This design comes from an exercise in tuning for a short achievable clock period and few clock cycles per item on the open sky130 flow, not from production work.
Where RTL was checked, it was by simulation tests only, not by an equivalence proof against the original.
Power figures rest on the tool's default switching activity, not on a simulated workload.

==> flow/design.v <==
module hesch_ucode (
    input  wire [7:0] b,
    output wire [6:0] alu,
    output wire [3:0] sl,
    output wire [3:0] sr,
    output wire       wr
);
    wire [3:0] op = b[3:0];
    assign alu[0] = op[2:0] == 3'd0;
    assign alu[1] = op[2:0] == 3'd1;
    assign alu[2] = op[2:0] == 3'd2;
    assign alu[3] = op[2:0] == 3'd3;
    assign alu[4] = op[2:0] == 3'd4;
    assign alu[5] = op[2:0] == 3'd6;
    assign alu[6] = op[2:0] == 3'd7;
    assign sl = 4'b0001 << b[7:6];
    assign sr = 4'b0001 << b[5:4];
    assign wr = !op[3] && op != 4'd5;
endmodule
module hesch_alu (
    input  wire [6:0] op,
    input  wire [7:0] l,
    input  wire [7:0] r,
    output wire [7:0] y
);
    wire [7:0] sum, dif;
    hesch_alu_add u_add (.a(l), .b(r),  .cin(1'b0), .s(sum));
    hesch_alu_add u_sub (.a(l), .b(~r), .cin(1'b1), .s(dif));
    assign y = ({8{op[0]}} & sum)
             | ({8{op[1]}} & dif)
             | ({8{op[2]}} & (l & r))
             | ({8{op[3]}} & (l | r))
             | ({8{op[4]}} & (l ^ r))
             | ({8{op[5]}} & {l[6:0], 1'b0})
             | ({8{op[6]}} & {1'b0, l[7:1]});
endmodule
module hesch_alu_add (
    input  wire [7:0] a,
    input  wire [7:0] b,
    input  wire       cin,
    output wire [7:0] s
);
    wire [7:0] p0 = a ^ b;
    wire [7:0] g0 = a & b;
    wire [7:0] g1, p1, g2, p2, g3, p3;
    assign g1[0] = g0[0] | (p0[0] & cin);
    assign p1[0] = 1'b0;
    genvar i;
    generate
        for (i = 1; i < 8; i = i + 1) begin : l1
            assign g1[i] = g0[i] | (p0[i] & (i == 1 ? (g0[0] | (p0[0] & cin)) : g0[i-1]));
            assign p1[i] = (i == 1) ? 1'b0 : (p0[i] & p0[i-1]);
        end
        for (i = 0; i < 8; i = i + 1) begin : l2
            if (i < 2) begin : lo
                assign g2[i] = g1[i];
                assign p2[i] = 1'b0;
            end else begin : hi
                assign g2[i] = g1[i] | (p1[i] & g1[i-2]);
                assign p2[i] = p1[i] & p1[i-2];
            end
        end
        for (i = 0; i < 8; i = i + 1) begin : l3
            if (i < 4) begin : lo
                assign g3[i] = g2[i];
                assign p3[i] = 1'b0;
            end else begin : hi
                assign g3[i] = g2[i] | (p2[i] & g2[i-4]);
                assign p3[i] = p2[i] & p2[i-4];
            end
        end
    endgenerate
    assign s = p0 ^ {g3[6:0], cin};
endmodule
module hesch_cpu (
    input  wire       clk,
    input  wire       rst,
    output wire [7:0] mem_addr,
    input  wire [7:0] mem_rdata,
    output wire       mem_we,
    output wire [7:0] mem_wdata,
    output wire       out_valid,
    output wire [7:0] out_data,
    output wire       halted,
    output wire       fault
);
    reg  [7:0] addr;
    reg  [7:0] pa;         
    reg  [7:0] ret;        
    reg  [7:0] ir;
    reg        k_opc, k_movo, k_jmpo;
    reg  [6:0] d_alu;
    reg  [3:0] d_sl, d_sr;
    reg        d_wr;
    reg        wr_q;
    reg        aw_q;       
    reg        ks_opc, ks_movo, ks_jmpo;
    reg        halted_q;
    reg        fault_q;
    reg  [7:0] ra, rb, rc, rd;
    reg  [7:0] bank;
    reg        we_q;
    reg        ov_q;
    reg  [7:0] data_q;
    wire [7:0] b = mem_rdata;
    wire [7:0] addr_inc = addr + 8'd1;
    wire [3:0] op     = ir[3:0];
    wire       i_mov  = op == 4'd8;
    wire       i_jmp  = op == 4'd9;
    wire       i_stop = op[3] && op[2] && (op[1] || op[0]);
    wire       e_stop = k_opc && i_stop;
    wire [3:0] dst    = ir[7:4];
    wire       m_pc   = k_movo && dst == 4'd4;
    wire       m_mem  = k_movo && dst == 4'd5 && ir[2:0] != 3'd5;
    wire       m_out  = k_movo && dst == 4'd9;
    wire       m_bank = k_movo && dst == 4'd7;
    wire [3:0] m_reg  = k_movo ? ((5'b00001 << dst) & 5'b01111) : 4'b0000;
    wire [3:0] a_reg  = (k_opc && d_wr) ? d_sl : 4'b0000;
    wire f_movo = k_opc && i_mov;
    wire f_jmpo = k_opc && i_jmp;
    wire f_opc  = !(f_movo || f_jmpo || e_stop || m_pc);
    wire n_opc  = !halted_q && !wr_q && (aw_q ? ks_opc  : f_opc);
    wire n_movo = !halted_q && !wr_q && (aw_q ? ks_movo : f_movo);
    wire n_jmpo = !halted_q && !wr_q && (aw_q ? ks_jmpo : f_jmpo);
    reg [7:0] src;
    always @(*) begin
        case (ir[2:0])
            3'd0:    src = ra;
            3'd1:    src = rb;
            3'd2:    src = rc;
            3'd3:    src = rd;
            3'd4:    src = addr;
            3'd5:    src = ir;
            3'd6:    src = ra;
            default: src = bank;
        endcase
    end
    wire [7:0] op_l = ({8{d_sl[0]}} & ra) | ({8{d_sl[1]}} & rb) |
                      ({8{d_sl[2]}} & rc) | ({8{d_sl[3]}} & rd);
    wire [7:0] op_r = ({8{d_sr[0]}} & ra) | ({8{d_sr[1]}} & rb) |
                      ({8{d_sr[2]}} & rc) | ({8{d_sr[3]}} & rd);
    wire [7:0] alu_y;
    hesch_alu u_alu (
        .op (d_alu),
        .l  (op_l),
        .r  (op_r),
        .y  (alu_y)
    );
    wire [6:0] b_alu;
    wire [3:0] b_sl, b_sr;
    wire       b_wr;
    hesch_ucode u_dec (
        .b   (b),
        .alu (b_alu),
        .sl  (b_sl),
        .sr  (b_sr),
        .wr  (b_wr)
    );
    assign mem_addr  = addr;
    assign mem_we    = we_q;
    assign mem_wdata = data_q;
    assign out_valid = ov_q;
    assign out_data  = data_q;
    assign halted    = halted_q;
    assign fault     = fault_q;
    always @(posedge clk) begin
        ir     <= b;
        d_alu  <= b_alu;
        d_sl   <= b_sl;
        d_sr   <= b_sr;
        d_wr   <= b_wr;
        pa     <= addr;
        ret    <= addr_inc;
        data_q <= src;
        if (wr_q) begin
            ks_opc  <= f_opc && !halted_q;
            ks_movo <= f_movo && !halted_q;
            ks_jmpo <= f_jmpo && !halted_q;
        end
    end
    always @(posedge clk) begin
        if (rst) begin
            addr     <= 8'h00;
            k_opc    <= 1'b0;
            k_movo   <= 1'b0;
            k_jmpo   <= 1'b0;
            wr_q     <= 1'b0;
            aw_q     <= 1'b0;
            halted_q <= 1'b0;
            fault_q  <= 1'b0;
            ra       <= 8'h00;
            rb       <= 8'h00;
            rc       <= 8'h00;
            rd       <= 8'h00;
            bank     <= 8'h00;
            we_q     <= 1'b0;
            ov_q     <= 1'b0;
        end else begin
            k_opc  <= n_opc;
            k_movo <= n_movo;
            k_jmpo <= n_jmpo;
            wr_q   <= m_mem;
            aw_q   <= wr_q;
            we_q   <= m_mem;
            ov_q   <= m_out;
            if (e_stop) begin
                halted_q <= 1'b1;
                fault_q  <= op[1];
            end
            if (a_reg[0]) ra <= alu_y; else if (m_reg[0]) ra <= src;
            if (a_reg[1]) rb <= alu_y; else if (m_reg[1]) rb <= src;
            if (a_reg[2]) rc <= alu_y; else if (m_reg[2]) rc <= src;
            if (a_reg[3]) rd <= alu_y; else if (m_reg[3]) rd <= src;
            if (m_bank) bank <= src;
            if (n_jmpo)
                addr <= b;
            else if (m_pc)
                addr <= src;
            else if (m_mem)
                addr <= pa;
            else if (wr_q)
                addr <= ret;
            else
                addr <= addr_inc;
        end
    end
endmodule
export LEC_CHECK = 0
export CAP_MARGIN = 20
export CORE_MARGIN = 2
export CORE_UTILIZATION = 40
export PLACE_DENSITY = 0.6
export SLEW_MARGIN = 20
create_clock -name core_clock -period 10.0 [get_ports {clk}]
standard.sh (not shown) runs the stock make flow with config.mk's settings and CLKGATE_MAP_FILE= SYNTH_SCRIPT=/design/flow/synth_recipe.tcl, a recipe that flattens the netlist after the stock synthesis.
==> flow/flow/run.sh <==
#!/bin/bash
# The standard layout, with repair_timing asked for extra setup margin so
# that it keeps improving paths well past the 10 ns the clock needs.
set -euo pipefail
MARGIN=$(cat flow/margin.txt)
bash standard.sh finish SETUP_SLACK_MARGIN=$MARGIN > flow_make.log 2>&1
==> flow/flow/margin.txt <==
7.2
Testbench counts at the start, summed over its fixed seeds: cycles 14,206, instructions 9,586.
Next try:
--- a/flow/design.v
+++ b/flow/design.v
@@ -89,16 +89,19 @@
     reg  [7:0] ret;        
     reg  [7:0] ir;
     reg        k_opc, k_movo, k_jmpo;
     reg  [6:0] d_alu;
-    reg  [3:0] d_sl, d_sr;
+    reg  [3:0] d_sl;
+    reg  [4:0] s_l, s_r;   
     reg        d_wr;
     reg        wr_q;
     reg        aw_q;       
     reg        ks_opc, ks_movo, ks_jmpo;
     reg        halted_q;
     reg        fault_q;
     reg  [7:0] ra, rb, rc, rd;
+    reg  [7:0] y_q;
+    reg  [3:0] y_w;        
     reg  [7:0] bank;
     reg        we_q;
     reg        ov_q;
     reg  [7:0] data_q;
@@ -121,25 +124,31 @@
     wire f_opc  = !(f_movo || f_jmpo || e_stop || m_pc);
     wire n_opc  = !halted_q && !wr_q && (aw_q ? ks_opc  : f_opc);
     wire n_movo = !halted_q && !wr_q && (aw_q ? ks_movo : f_movo);
     wire n_jmpo = !halted_q && !wr_q && (aw_q ? ks_jmpo : f_jmpo);
+    wire [7:0] va = y_w[0] ? y_q : ra;
+    wire [7:0] vb = y_w[1] ? y_q : rb;
+    wire [7:0] vc = y_w[2] ? y_q : rc;
+    wire [7:0] vd = y_w[3] ? y_q : rd;
     reg [7:0] src;
     always @(*) begin
         case (ir[2:0])
-            3'd0:    src = ra;
-            3'd1:    src = rb;
-            3'd2:    src = rc;
-            3'd3:    src = rd;
+            3'd0:    src = va;
+            3'd1:    src = vb;
+            3'd2:    src = vc;
+            3'd3:    src = vd;
             3'd4:    src = addr;
             3'd5:    src = ir;
-            3'd6:    src = ra;
+            3'd6:    src = va;
             default: src = bank;
         endcase
     end
-    wire [7:0] op_l = ({8{d_sl[0]}} & ra) | ({8{d_sl[1]}} & rb) |
-                      ({8{d_sl[2]}} & rc) | ({8{d_sl[3]}} & rd);
-    wire [7:0] op_r = ({8{d_sr[0]}} & ra) | ({8{d_sr[1]}} & rb) |
-                      ({8{d_sr[2]}} & rc) | ({8{d_sr[3]}} & rd);
+    wire [7:0] op_l = ({8{s_l[0]}} & ra) | ({8{s_l[1]}} & rb) |
+                      ({8{s_l[2]}} & rc) | ({8{s_l[3]}} & rd) |
+                      ({8{s_l[4]}} & y_q);
+    wire [7:0] op_r = ({8{s_r[0]}} & ra) | ({8{s_r[1]}} & rb) |
+                      ({8{s_r[2]}} & rc) | ({8{s_r[3]}} & rd) |
+                      ({8{s_r[4]}} & y_q);
     wire [7:0] alu_y;
     hesch_alu u_alu (
         .op (d_alu),
         .l  (op_l),
@@ -166,9 +175,11 @@
     always @(posedge clk) begin
         ir     <= b;
         d_alu  <= b_alu;
         d_sl   <= b_sl;
-        d_sr   <= b_sr;
+        s_l    <= |(a_reg & b_sl) ? 5'b10000 : {1'b0, b_sl};
+        s_r    <= |(a_reg & b_sr) ? 5'b10000 : {1'b0, b_sr};
+        y_q    <= alu_y;
         d_wr   <= b_wr;
         pa     <= addr;
         ret    <= addr_inc;
         data_q <= src;
@@ -187,8 +198,9 @@
             wr_q     <= 1'b0;
             aw_q     <= 1'b0;
             halted_q <= 1'b0;
             fault_q  <= 1'b0;
+            y_w      <= 4'b0000;
             ra       <= 8'h00;
             rb       <= 8'h00;
             rc       <= 8'h00;
             rd       <= 8'h00;
@@ -206,12 +218,13 @@
             if (e_stop) begin
                 halted_q <= 1'b1;
                 fault_q  <= op[1];
             end
-            if (a_reg[0]) ra <= alu_y; else if (m_reg[0]) ra <= src;
-            if (a_reg[1]) rb <= alu_y; else if (m_reg[1]) rb <= src;
-            if (a_reg[2]) rc <= alu_y; else if (m_reg[2]) rc <= src;
-            if (a_reg[3]) rd <= alu_y; else if (m_reg[3]) rd <= src;
+            y_w <= a_reg;
+            if (m_reg[0]) ra <= src; else if (y_w[0]) ra <= y_q;
+            if (m_reg[1]) rb <= src; else if (y_w[1]) rb <= y_q;
+            if (m_reg[2]) rc <= src; else if (y_w[2]) rc <= y_q;
+            if (m_reg[3]) rd <= src; else if (y_w[3]) rd <= y_q;
             if (m_bank) bank <= src;
             if (n_jmpo)
                 addr <= b;
             else if (m_pc)
Outcome: The changed run completed with no timing, DRC or antenna violations. Global-route usage shrinks by 1.2 points. Non-clock buffer count shrinks by 3. Total power grows by 36%. Design area grows by 13%. Synthesized cell count grows by 2.4%. Sequential power grows by 15%. Via count grows by 3.8%. Synthesized area grows by 9.6%. Fmax shrinks by 2.5%. Wire length grows by 3.3%.
Only the layout flow was run in the second run of this note; the RTL was not checked for function there.

static timing again, ports no longer ideal:
In the flow no input, the clock included, has a driving cell. The finished layouts below were timed again as built, in two steps. Step 1, drivers: a clkbuf_16 drives clk and a buf_2 each remaining input, both assumed. Step 2 times the ports against the registers' clock, not the clock port: input delays grow and output delays shrink by t, the midpoint of the rising clock arrivals with the driver on. Slacks: ideal / step 1 / step 2; pairs: ideal / step 1.
| run | t, ns | slack for setup (ns) | worst setup path at the end | clock arrival spread, ns | pins driven straight from the clock port |
|---|---|---|---|---|---|
| the first run | 0.393 | 7.173 / 7.133 / 6.911 | input to register | 0.010 / 0.010 | 1 |
| the second run | 0.459 | 7.101 / 7.063 / 6.839 | input to register | 0.011 / 0.010 | 1 |
After both steps every run listed still meets setup and hold.
